What follows belongs to an exercise in optimizing a design on an open flow for small area, a short achievable clock period and few clock cycles; a production flow would make more cautious choices.
For this run, only the layout was checked, not whether the RTL still works.
Power and IR drop assume default switching activity.

==> flow/design.v <==
module ulz_decomp (
    input  wire        clk,
    input  wire        rst,         
    input  wire        start,       
    input  wire [15:0] in_len,      
    input  wire [15:0] out_cap,     
    output wire        ready,
    output reg         done,        
    output wire        ok,          
    output wire [15:0] result,      
    output wire        in_re,
    output wire [15:0] in_addr,
    input  wire [7:0]  in_rdata,
    output wire        out_we,
    output wire [15:0] out_waddr,
    output wire [7:0]  out_wdata,
    output wire        out_re,
    output wire [15:0] out_raddr,
    input  wire [7:0]  out_rdata
);
    localparam S_IDLE = 4'd0;
    localparam S_INIT = 4'd1;    
    localparam S_HRD  = 4'd2;    
    localparam S_HW1  = 4'd3;    
    localparam S_HW2  = 4'd4;    
    localparam S_CAP  = 4'd5;    
    localparam S_VC   = 4'd6;    
    localparam S_C2   = 4'd7;    
    localparam S_LIT  = 4'd8;    
    localparam S_VA   = 4'd9;    
    localparam S_VB   = 4'd10;   
    localparam S_R1   = 4'd11;   
    localparam S_REF  = 4'd12;   
    localparam S_FIN  = 4'd13;   
    localparam S_ESC  = 4'd14;   
    reg [3:0]  state;
    reg        okr;
    reg [15:0] head;             
    reg [15:0] avail;            
    reg [15:0] fa;               
    reg [2:0]  hdr_i;
    reg        hbig;             
    reg [15:0] size;
    reg [15:0] rp;               
    reg [15:0] o;                
    reg [15:0] endp;             
    reg        endhi;            
    reg [15:0] src;              
    reg        offbad;           
    reg        fwd1, fwd2;       
    reg        fin;              
    reg [2:0]  ec;
    reg [1:0]  ret;              
    reg [25:0] bb;               
    reg [4:0]  bn;               
    reg        fp;               
    reg        ibv;              
    reg [7:0]  ib;               
    reg        vvalid;
    reg [16:0] vval;             
    reg        vbig;             
    reg        vesc;             
    reg [1:0]  vm;               
    reg        r1, r1lit;        
    reg        wv;               
    reg [7:0]  wd, wd2;          
    wire st_lit_rd = (state == S_C2) || (state == S_LIT);
    wire st_ref_rd = (state == S_R1) || (state == S_REF);
    wire cons_port = (state == S_INIT) || (state == S_HRD) || st_lit_rd ||
                     ((state == S_ESC) && !ec[2]);
    wire vzero = (vval == 17'd0) && !vbig;
    wire take = vvalid && !vesc &&
                   (((state == S_VC) && vzero) || (state == S_VA) || (state == S_VB)) ||
                   (state == S_C2);
    wire [2:0] t  = bb[2:0];
    wire cA = !t[0];
    wire cB = (t[1:0] == 2'b01);
    wire cC = (t == 3'b011);
    wire cD = (t == 3'b111);
    wire [4:0] k = cA ? 5'd3 : cB ? 5'd6 : cC ? 5'd11 : 5'd19;
    wire have = (bn >= k);
    wire active = (state != S_IDLE);
    wire dec = active && (!vvalid || take) && have;
    wire [2:0] lr = bn[2:0];
    wire [1:0] m  = cA ? {1'b0, lr < 3'd3} :
                    cB ? {1'b0, lr < 3'd6} :
                    cC ? ((lr < 3'd3) ? 2'd2 : 2'd1) :
                         ((lr < 3'd3) ? 2'd3 : 2'd2);
    wire [16:0] valA = {15'd0, t[2:1]};
    wire [16:0] valB = {12'd0, ({1'b0, bb[5:3], t[2]} + 5'd4)};
    wire [16:0] valC = {8'd0, ({1'b0, bb[10:3]} + 9'd20)};
    wire [16:0] valD = {1'b0, bb[18:3]} + 17'd276;
    wire        escD = (bb[18:3] == 16'hFFFF);
    wire [25:0] bb_app = bb | (ibv ? ({18'd0, ib} << bn) : 26'd0);
    wire [4:0]  bn_app = bn + (ibv ? 5'd8 : 5'd0);
    wire fill = active && !cons_port &&
                ({1'b0, bn} + (fp ? 6'd8 : 6'd0) + (ibv ? 6'd8 : 6'd0) <= 6'd18);
    always @(posedge clk) begin
        ib  <= in_rdata;
        ibv <= fp;
        fp  <= fill;
        if (fill)
            fa <= fa - 16'd1;
        if (dec) begin
            bb <= cA ? (bb_app >> 3) : cB ? (bb_app >> 6) : cC ? (bb_app >> 11) : (bb_app >> 19);
            bn <= bn_app - k;
        end else begin
            bb <= bb_app;
            bn <= bn_app;
        end
        if (dec) begin
            vvalid <= 1'b1;
            vval   <= cA ? valA : cB ? valB : cC ? valC : valD;
            vbig   <= 1'b0;
            vesc   <= cD && escD;
            vm     <= m;
        end else begin
            if (take)
                vvalid <= 1'b0;
            if ((state == S_VC || state == S_VA || state == S_VB) && vvalid)
                vm <= 2'd0;
            if (state == S_ESC) begin
                case (ec)
                3'd2: vval[7:0]  <= ib;
                3'd3: begin vval[16:8] <= {1'b0, ib}; vbig <= 1'b0; end
                3'd4: vbig <= (ib != 8'd0);
                3'd5: begin vbig <= vbig | (ib != 8'd0); vesc <= 1'b0; end
                default: ;
                endcase
            end
        end
        if (state == S_IDLE) begin
            fa     <= in_len;
            bn     <= 5'd0;
            bb     <= 26'd0;
            vvalid <= 1'b0;
            ibv    <= 1'b0;
        end else if (state == S_INIT) begin
            fa     <= fa - 16'd1;
        end
    end
    wire [15:0] rp_inc = rp + 16'd1;
    wire        av_lt_m = (avail < {14'd0, vm});
    wire [15:0] av_m    = avail - {14'd0, vm};
    wire [17:0] sum_c   = {2'b0, rp} + {1'b0, vval};              
    wire [17:0] sum_a   = {2'b0, rp} + {1'b0, vval} + 18'd1;      
    wire [17:0] sum_b   = {1'b0, 1'b0, rp} + {1'b0, ~vval};       
    wire [17:0] av_c    = {2'b0, avail} - {1'b0, vval};           
    wire        lit_bad = av_c[17] || vbig || endhi || (endp > size);
    wire        ref_bad = offbad || endhi || (endp >= size);
    wire        h_last  = !ib[7] || (hdr_i == 3'd4);
    wire        h_bad   = (hdr_i == 3'd4) && (ib[7:4] != 4'd0);
    wire fin_l = ({endhi, endp} == {1'b0, size});
    wire fin_r = ({endhi, endp} + 17'd1 == {1'b0, size});
    reg go_fail, go_ok;
    always @(*) begin
        go_fail = 1'b0;
        go_ok   = 1'b0;
        case (state)
        S_INIT, S_HRD: go_fail = (avail == 16'd0);
        S_HW2:         go_fail = h_bad;
        S_CAP: begin
            go_fail = hbig || (size > endp);
            go_ok   = !go_fail && (size == 16'd0);
        end
        S_VC, S_VA, S_VB: go_fail = vvalid && av_lt_m;
        S_C2:  go_fail = lit_bad;
        S_R1:  go_fail = ref_bad;
        S_ESC: go_fail = (ec == 3'd0) && (avail < 16'd4);
        S_FIN: go_ok   = !r1;
        default: ;
        endcase
    end
    always @(posedge clk) begin
        if (rst) begin
            state <= S_IDLE;
            done  <= 1'b0;
            r1    <= 1'b0;
            wv    <= 1'b0;
        end else begin
            done <= 1'b0;
            r1   <= (st_lit_rd || st_ref_rd) && !go_fail;
            wv   <= r1 && !go_fail;
            if (go_fail || go_ok) begin
                state <= S_IDLE;
                done  <= 1'b1;
                okr   <= go_ok;
            end else begin
                case (state)
                S_IDLE: if (start) state <= S_INIT;
                S_INIT, S_HRD: state <= S_HW1;
                S_HW1: state <= S_HW2;
                S_HW2: state <= h_last ? S_CAP : S_HRD;
                S_CAP: state <= S_VC;
                S_VC: if (vvalid) state <= vesc ? S_ESC : vzero ? S_VA : S_C2;
                S_C2: if (rp_inc == endp) state <= fin_l ? S_FIN : S_VA;
                      else state <= S_LIT;
                S_LIT: if (rp_inc == endp) state <= fin ? S_FIN : S_VA;
                S_VA: if (vvalid) state <= vesc ? S_ESC : S_VB;
                S_VB: if (vvalid) state <= vesc ? S_ESC : S_R1;
                S_R1: if (rp == endp) state <= fin_r ? S_FIN : S_VC;
                      else state <= S_REF;
                S_REF: if (rp == endp) state <= fin ? S_FIN : S_VC;
                S_FIN: ;
                S_ESC: if (ec == 3'd5) state <= (ret == 2'd0) ? S_VC : (ret == 2'd1) ? S_VA : S_VB;
                default: state <= S_IDLE;
                endcase
            end
        end
    end
    always @(posedge clk) begin
        if (r1) begin
            wd  <= r1lit ? in_rdata : fwd1 ? wd : fwd2 ? wd2 : out_rdata;
            wd2 <= wd;
        end
        r1lit <= st_lit_rd;
        if (wv)
            o <= o + 16'd1;
        case (state)
        S_IDLE: begin
            avail <= in_len;
            endp  <= out_cap;
            head  <= 16'd0;
            hdr_i <= 3'd0;
            hbig  <= 1'b0;
            rp    <= 16'd0;
            o     <= 16'd0;
        end
        S_INIT, S_HRD: begin
            if (state == S_INIT)
                size <= 16'd0;
            head  <= head + 16'd1;
            avail <= avail - 16'd1;
        end
        S_HW2: begin
            hdr_i <= hdr_i + 3'd1;
            case (hdr_i)
            3'd0: size[6:0]   <= ib[6:0];
            3'd1: size[13:7]  <= ib[6:0];
            3'd2: begin size[15:14] <= ib[1:0]; hbig <= hbig | (ib[6:2] != 5'd0); end
            3'd3: hbig <= hbig | (ib[6:0] != 7'd0);
            default: hbig <= hbig | (ib[3:0] != 4'd0);
            endcase
        end
        S_VC, S_VA, S_VB: if (vvalid) begin
            avail <= av_m;
            ret   <= (state == S_VC) ? 2'd0 : (state == S_VA) ? 2'd1 : 2'd2;
            ec    <= 3'd0;
            if (state == S_VC) begin
                endp  <= sum_c[15:0];
                endhi <= sum_c[17:16] != 2'd0;
            end else if (state == S_VA) begin
                endp  <= sum_a[15:0];
                endhi <= (sum_a[17:16] != 2'd0) || vbig;
            end else begin
                src    <= sum_b[15:0];
                offbad <= !sum_b[17] || vbig;
                fwd1   <= (vval == 17'd0);
                fwd2   <= (vval == 17'd1);
            end
        end
        S_C2: begin
            avail <= av_c[15:0];
            fin   <= fin_l;
            head  <= head + 16'd1;
            rp    <= rp_inc;
        end
        S_LIT: begin
            head  <= head + 16'd1;
            rp    <= rp_inc;
        end
        S_R1: begin
            fin   <= fin_r;
            src   <= src + 16'd1;
            rp    <= rp_inc;
        end
        S_REF: begin
            src   <= src + 16'd1;
            rp    <= rp_inc;
        end
        S_ESC: begin
            ec <= ec + 3'd1;
            if (ec == 3'd0)
                avail <= avail - 16'd4;
            if (!ec[2])
                head <= head + 16'd1;
        end
        default: ;
        endcase
    end
    assign ready     = (state == S_IDLE);
    assign ok        = okr;
    assign result    = okr ? size : 16'd0;
    assign in_re     = cons_port || fill;
    assign in_addr   = cons_port ? head : fa;
    assign out_re    = st_ref_rd;
    assign out_raddr = src;
    assign out_we    = wv;
    assign out_waddr = o;
    assign out_wdata = wd;
endmodule
==> flow/run.sh <==
#!/bin/bash
# synth_recipe.tcl (not shown) runs the flow's synth.tcl, then flattens the netlist and writes it again
# the make line also repeats each setting of config.mk as NAME=value (left out here)
make -C /OpenROAD-flow-scripts/flow DESIGN_CONFIG=/design/flow/config.mk WORK_HOME=/design/flow/orfs CLKGATE_MAP_FILE= SYNTH_SCRIPT=/design/flow/synth_recipe.tcl finish
==> flow/config.mk <==
export PLATFORM = sky130hd
export DESIGN_NAME = ulz_decomp
export DESIGN_NICKNAME = ulz_decomp
export VERILOG_FILES = /design/flow/design.v
export SDC_FILE = /design/flow/constraint.sdc
export NUM_CORES = 4
export LEC_CHECK = 0
export CAP_MARGIN = 20
export CORE_MARGIN = 2
export CORE_UTILIZATION = 40
export SLEW_MARGIN = 20
==> flow/constraint.sdc <==
create_clock -name core_clock -period 10.0 [get_ports {clk}]
set_input_delay 2.0000 -clock core_clock [delete_from_list [all_inputs] [get_ports {clk}]]
set_output_delay 2.0000 -clock core_clock [all_outputs]
set_load 0.01 [all_outputs]
==> metrics.md <==
| Metric | Value |
|---|---|
| Slew Viols, Final | `0` |
| Total gr overflow | `0` |
| # rows | `76` |
| R2r endpoint | `rp[9]` |
| Routing usage on met3 | `3.46%` |
| Skew final | `0.0493 ns` |
| CTS root buf | `clkbuf_16` |
| R2R depth | `7` |
| Worst EP arrival | `4.11 ns` |
| FFs w/ async S/R, synth | `0%` |
| Hold Buf Count CTS | `0` |
| Slew @ Worst Pin | `0.979 ns` |
| Critical path required time | `8.00 ns` |
| Die Height | `213 um` |
| Drt total wl | `57.2 mm` |
| Drt drc | `0` |
| Vias in the first global route | `14759` |
| Die width | `213 um` |
| Initial antenna violation count | `2` |
| Worst slew margin | `34.1%` |
| Routed Antenna Nets | `0` |
| Total Power | `7.50 mW` |
| CP Class | `reg -> out` |
| DR vias | `15570` |
| Largest net degree at the start of global routing | `55` |
| Maxcap violations | `0` |
| Crit. Startpoint | `state[1]` |
| Min Clock Period, post-route | `6.11 ns` |
| Max Freq | `0.164 GHz` |
| Clock edge transition at the registers on the reported setup and hold paths | `0.06 ns` |
| Peak VDD IR | `209 uV` |
| WL per Instance | `21.5 um` |
| Fin util | `47.1%` |
| TritonCTS clock tree | `built` |
| Pleak | `7.52 nW` |
| Hold Path Class | `reg -> reg` |
| RSZ-0062 raised after global routing | `no` |
| GR peak layer | `met2` |
| CTS Buf Count | `28` |
| Syn Nets | `2118` |
| First-pass GRT wire length | `87.2 mm` |
| Final setup margin | `3.89 ns` |
| Power Dens Cells | `369 mW/mm2` |
| H-tree depth | `1` |
| # fillers | `4179` |
| Layout cells sized above 1 | `6.65%` |
| Drt pass-1 iters | `6` |
| Final TNS setup | `0 ns` |
| GP Congestion | `0.959` |
| Die area | `0.0455 mm2` |
| Post-synth EDFFs | `163` |
| IO Port Bufs | `128` |
| 1st-iter DRT viols | `1714` |
| Core Area | `0.0432 mm2` |
| Post-CTS sizing | `0` |
| #FFs+latches synth | `230` |
| Part of the Yosys area used for sequential elements | `35.6%` |
| Yosys top cell by area | `edfxtp_1` |
| Dominant cells by area after synthesis | `edfxtp_1 28%, dfxtp_1 7.7%, ha_1 6.9%` |
| Max clock buf depth | `3` |
| Syn Inst Count | `1966` |
| Overall Global Routing Usage | `24.9%` |
| Ports | `129` |
| Finish-stage setup viols | `0` |
| GR met1 Demand/Resource | `34.4%` |
| Final Hold Viols | `0` |
| Skew-Pair Late Insertion Delay | `0.60 ns` |
| RR Startpoint | `state[1]` |
| CP endpoint | `out_re` |
| Place WS | `4.52 ns` |
| Post-CTS Setup Repair Bufs | `0` |
| Reg2Reg Setup Slack | `5.61 ns` |
| Initial Util | `40.6%` |
| DP HPWL | `44.0 mm` |
| Area delta synth->final | `16.0%` |
| Critical Path End Type | `output port` |
| Yosys top cell area share | `27.9%` |
| CTS sink cnt | `230` |
| Final worst-path cycle share | `61.1%` |
| Worst Path Max Fanout | `25` |
| Status | `complete, no violations` |
| Synth cell types | `109` |
| Main synth FF type | `edfxtp_1` |
| Area of the mapped netlist | `0.0175 mm2` |
| Crit path launch type | `flip-flop` |
| Final instance area | `0.0203 mm2` |
| Post-Place Cell Area | `0.0193 mm2` |
| Diodes inserted | `0` |
| Met2 Usage GRT | `39.6%` |
| Mapped Avg Cell Area | `8.91 um2` |
| Yosys warns | `1` |
| Vias per cell | `5.86` |
| Net count, final | `2206` |
## worst max-delay path: stages (launching register included)
cell and delay (ns):
dfxtp_1 0.94, nor2_1 0.38, and2_1 0.30, o21ai_2 0.60, clkinv_1 0.66, clkdlybuf4s50_1 0.64
## cells by family (layout without fill, tap and decap cells)
group | count (synthesis) | after routing | share of synthesized area (%)
muxes | 56 | 56 | 3.48
AOI/OAI and AO/OA | 499 | 499 | 19.1
and+or+nand+nor | 722 | 722 | 21.4
DFF | 230 | 230 | 35.6
buffers and inverters | 186 | 294 | 4.30
adders and majority gates | 101 | 101 | 7.43
xor gates and xnor gates | 172 | 172 | 8.70
## state kept, by name, indices dropped and copies added, names as in the netlist, 16 cells and up
signal / count
head: 16
o: 16
size: 16
bb: 26
fa: 16
vval: 17
endp: 16
src: 16
rp: 16
avail: 16
## per-stage QoR
stage | instances | hold slack, ns
after detailed placement | 2609 | 0.447
final | 2659 | 0.458
after global placement | 2608 | 0.437
after global routing | 2659 | 0.485
after CTS | 2659 | 0.464
after floorplan | 1966 | 0.448
## layout by cell type (no fill, tap or decap), drive strengths merged, types with 10 or more instances in the layout
| master | count |
|---|---|
| buf | 17 |
| nor2 | 193 |
| nand2b | 31 |
| nand2 | 159 |
| nand4 | 28 |
| clkdlybuf4s50 | 128 |
| a221oi | 12 |
| and2 | 28 |
| or3 | 21 |
| xor2 | 72 |
| mux2i | 34 |
| a21o | 27 |
| o31ai | 18 |
| and4 | 10 |
| nor3b | 10 |
| inv | 97 |
| clkbuf | 34 |
| clkinv | 13 |
| nor4 | 28 |
| ha | 96 |
| nor3 | 54 |
| dfxtp | 67 |
| edfxtp | 163 |
| nand3 | 56 |
| mux2 | 20 |
| or2 | 13 |
| and3 | 32 |
| o21bai | 10 |
| a31oi | 20 |
| o22ai | 28 |
| nor2b | 27 |
| a21oi | 111 |
| a211oi | 28 |
| o21ai | 138 |
| xnor2 | 100 |
| a2111oi | 10 |
## layer usage
metal  wire [um]  vias to the layer above
li1            -                     7394
met1       25400                     7450
met2       25400                      615
met3        3910                      111
met4        2490                        0
met5           0                        -
## report_power, final
group / total, mW / internal (mW) / switching, mW
Sequential: 2.15 / 1.56 / 0.587
Combinational: 4.25 / 1.71 / 2.54
Clock: 1.10 / 0.670 / 0.432
## final cells by class
class                           count  area (um2)  area share, %
Tap cell                          585         732           3.60
Inverter                           99         372           1.83
Sequential cell                   230        6240           30.7
Clock buffer                       34         797           3.92
Clock inverter                     16         209           1.03
Multi-Input combinational cell   1550       10600           52.0
Timing Repair Buffer              145        1410           6.93
## worst min-delay path by stage
| stage | cells after the start | slack [ns] | from | end |
|---|---|---|---|---|
| 3_5_place_dp | 0 | 0.45 | wd[1] | wd2[1] |
| 4_1_cts | 0 | 0.46 | wd[2] | wd2[2] |
| 2_1_floorplan | 2 | 0.45 | fp | ibv |
| 3_3_place_gp | 0 | 0.44 | wd[2] | wd2[2] |
| 5_1_grt | 0 | 0.48 | wd[2] | wd2[2] |
| 6_report | 0 | 0.46 | wd[2] | wd2[2] |
## cell usage after synthesis, types with 12 or more instances
cell type	instances
nor4_1	25
ha_1	96
nand4_1	23
nand3_1	55
xor2_1	72
a21o_1	26
a21oi_1	109
a31oi_1	20
nor3_1	51
nand2b_1	31
nor2b_1	26
nor2_1	192
inv_1	96
mux2i_1	34
o21ai_0	131
or3_1	20
o22ai_1	28
buf_2	16
clkbuf_1	54
xnor2_1	99
and2_1	28
dfxtp_1	67
a221oi_1	12
and3_1	32
edfxtp_1	163
mux2_2	20
o31ai_1	18
nand2_1	159
a211oi_1	26

==> re-timing with driven ports <==
The results above use ideal ports. As a check the final layout listed here was re-extracted and re-timed, cells and wires unchanged. Step 1 (the two cells are an assumption about what drives the block):
set clk [get_ports {clk}]
set_driving_cell -lib_cell sky130_fd_sc_hd__clkbuf_16 $clk
set_driving_cell -lib_cell sky130_fd_sc_hd__buf_2 [delete_from_list [all_inputs] $clk]
Step 2, shift: input delay + t, output delay - t, t = (earliest + latest rising clock arrival at the registers) / 2. This alone moves slack from input paths to output paths. Slacks: ideal / step 1 / step 2; pairs: ideal / step 1.
shift t [ns]: 0.631
setup slack, ns: 3.889 / 3.831 / 4.462
worst slew at a driven data input, ns: 0.08
After both steps setup and hold are still met in this run. For this run, drivers alone change the setup slack by -0.058 ns; drivers and shift together by +0.573 ns.
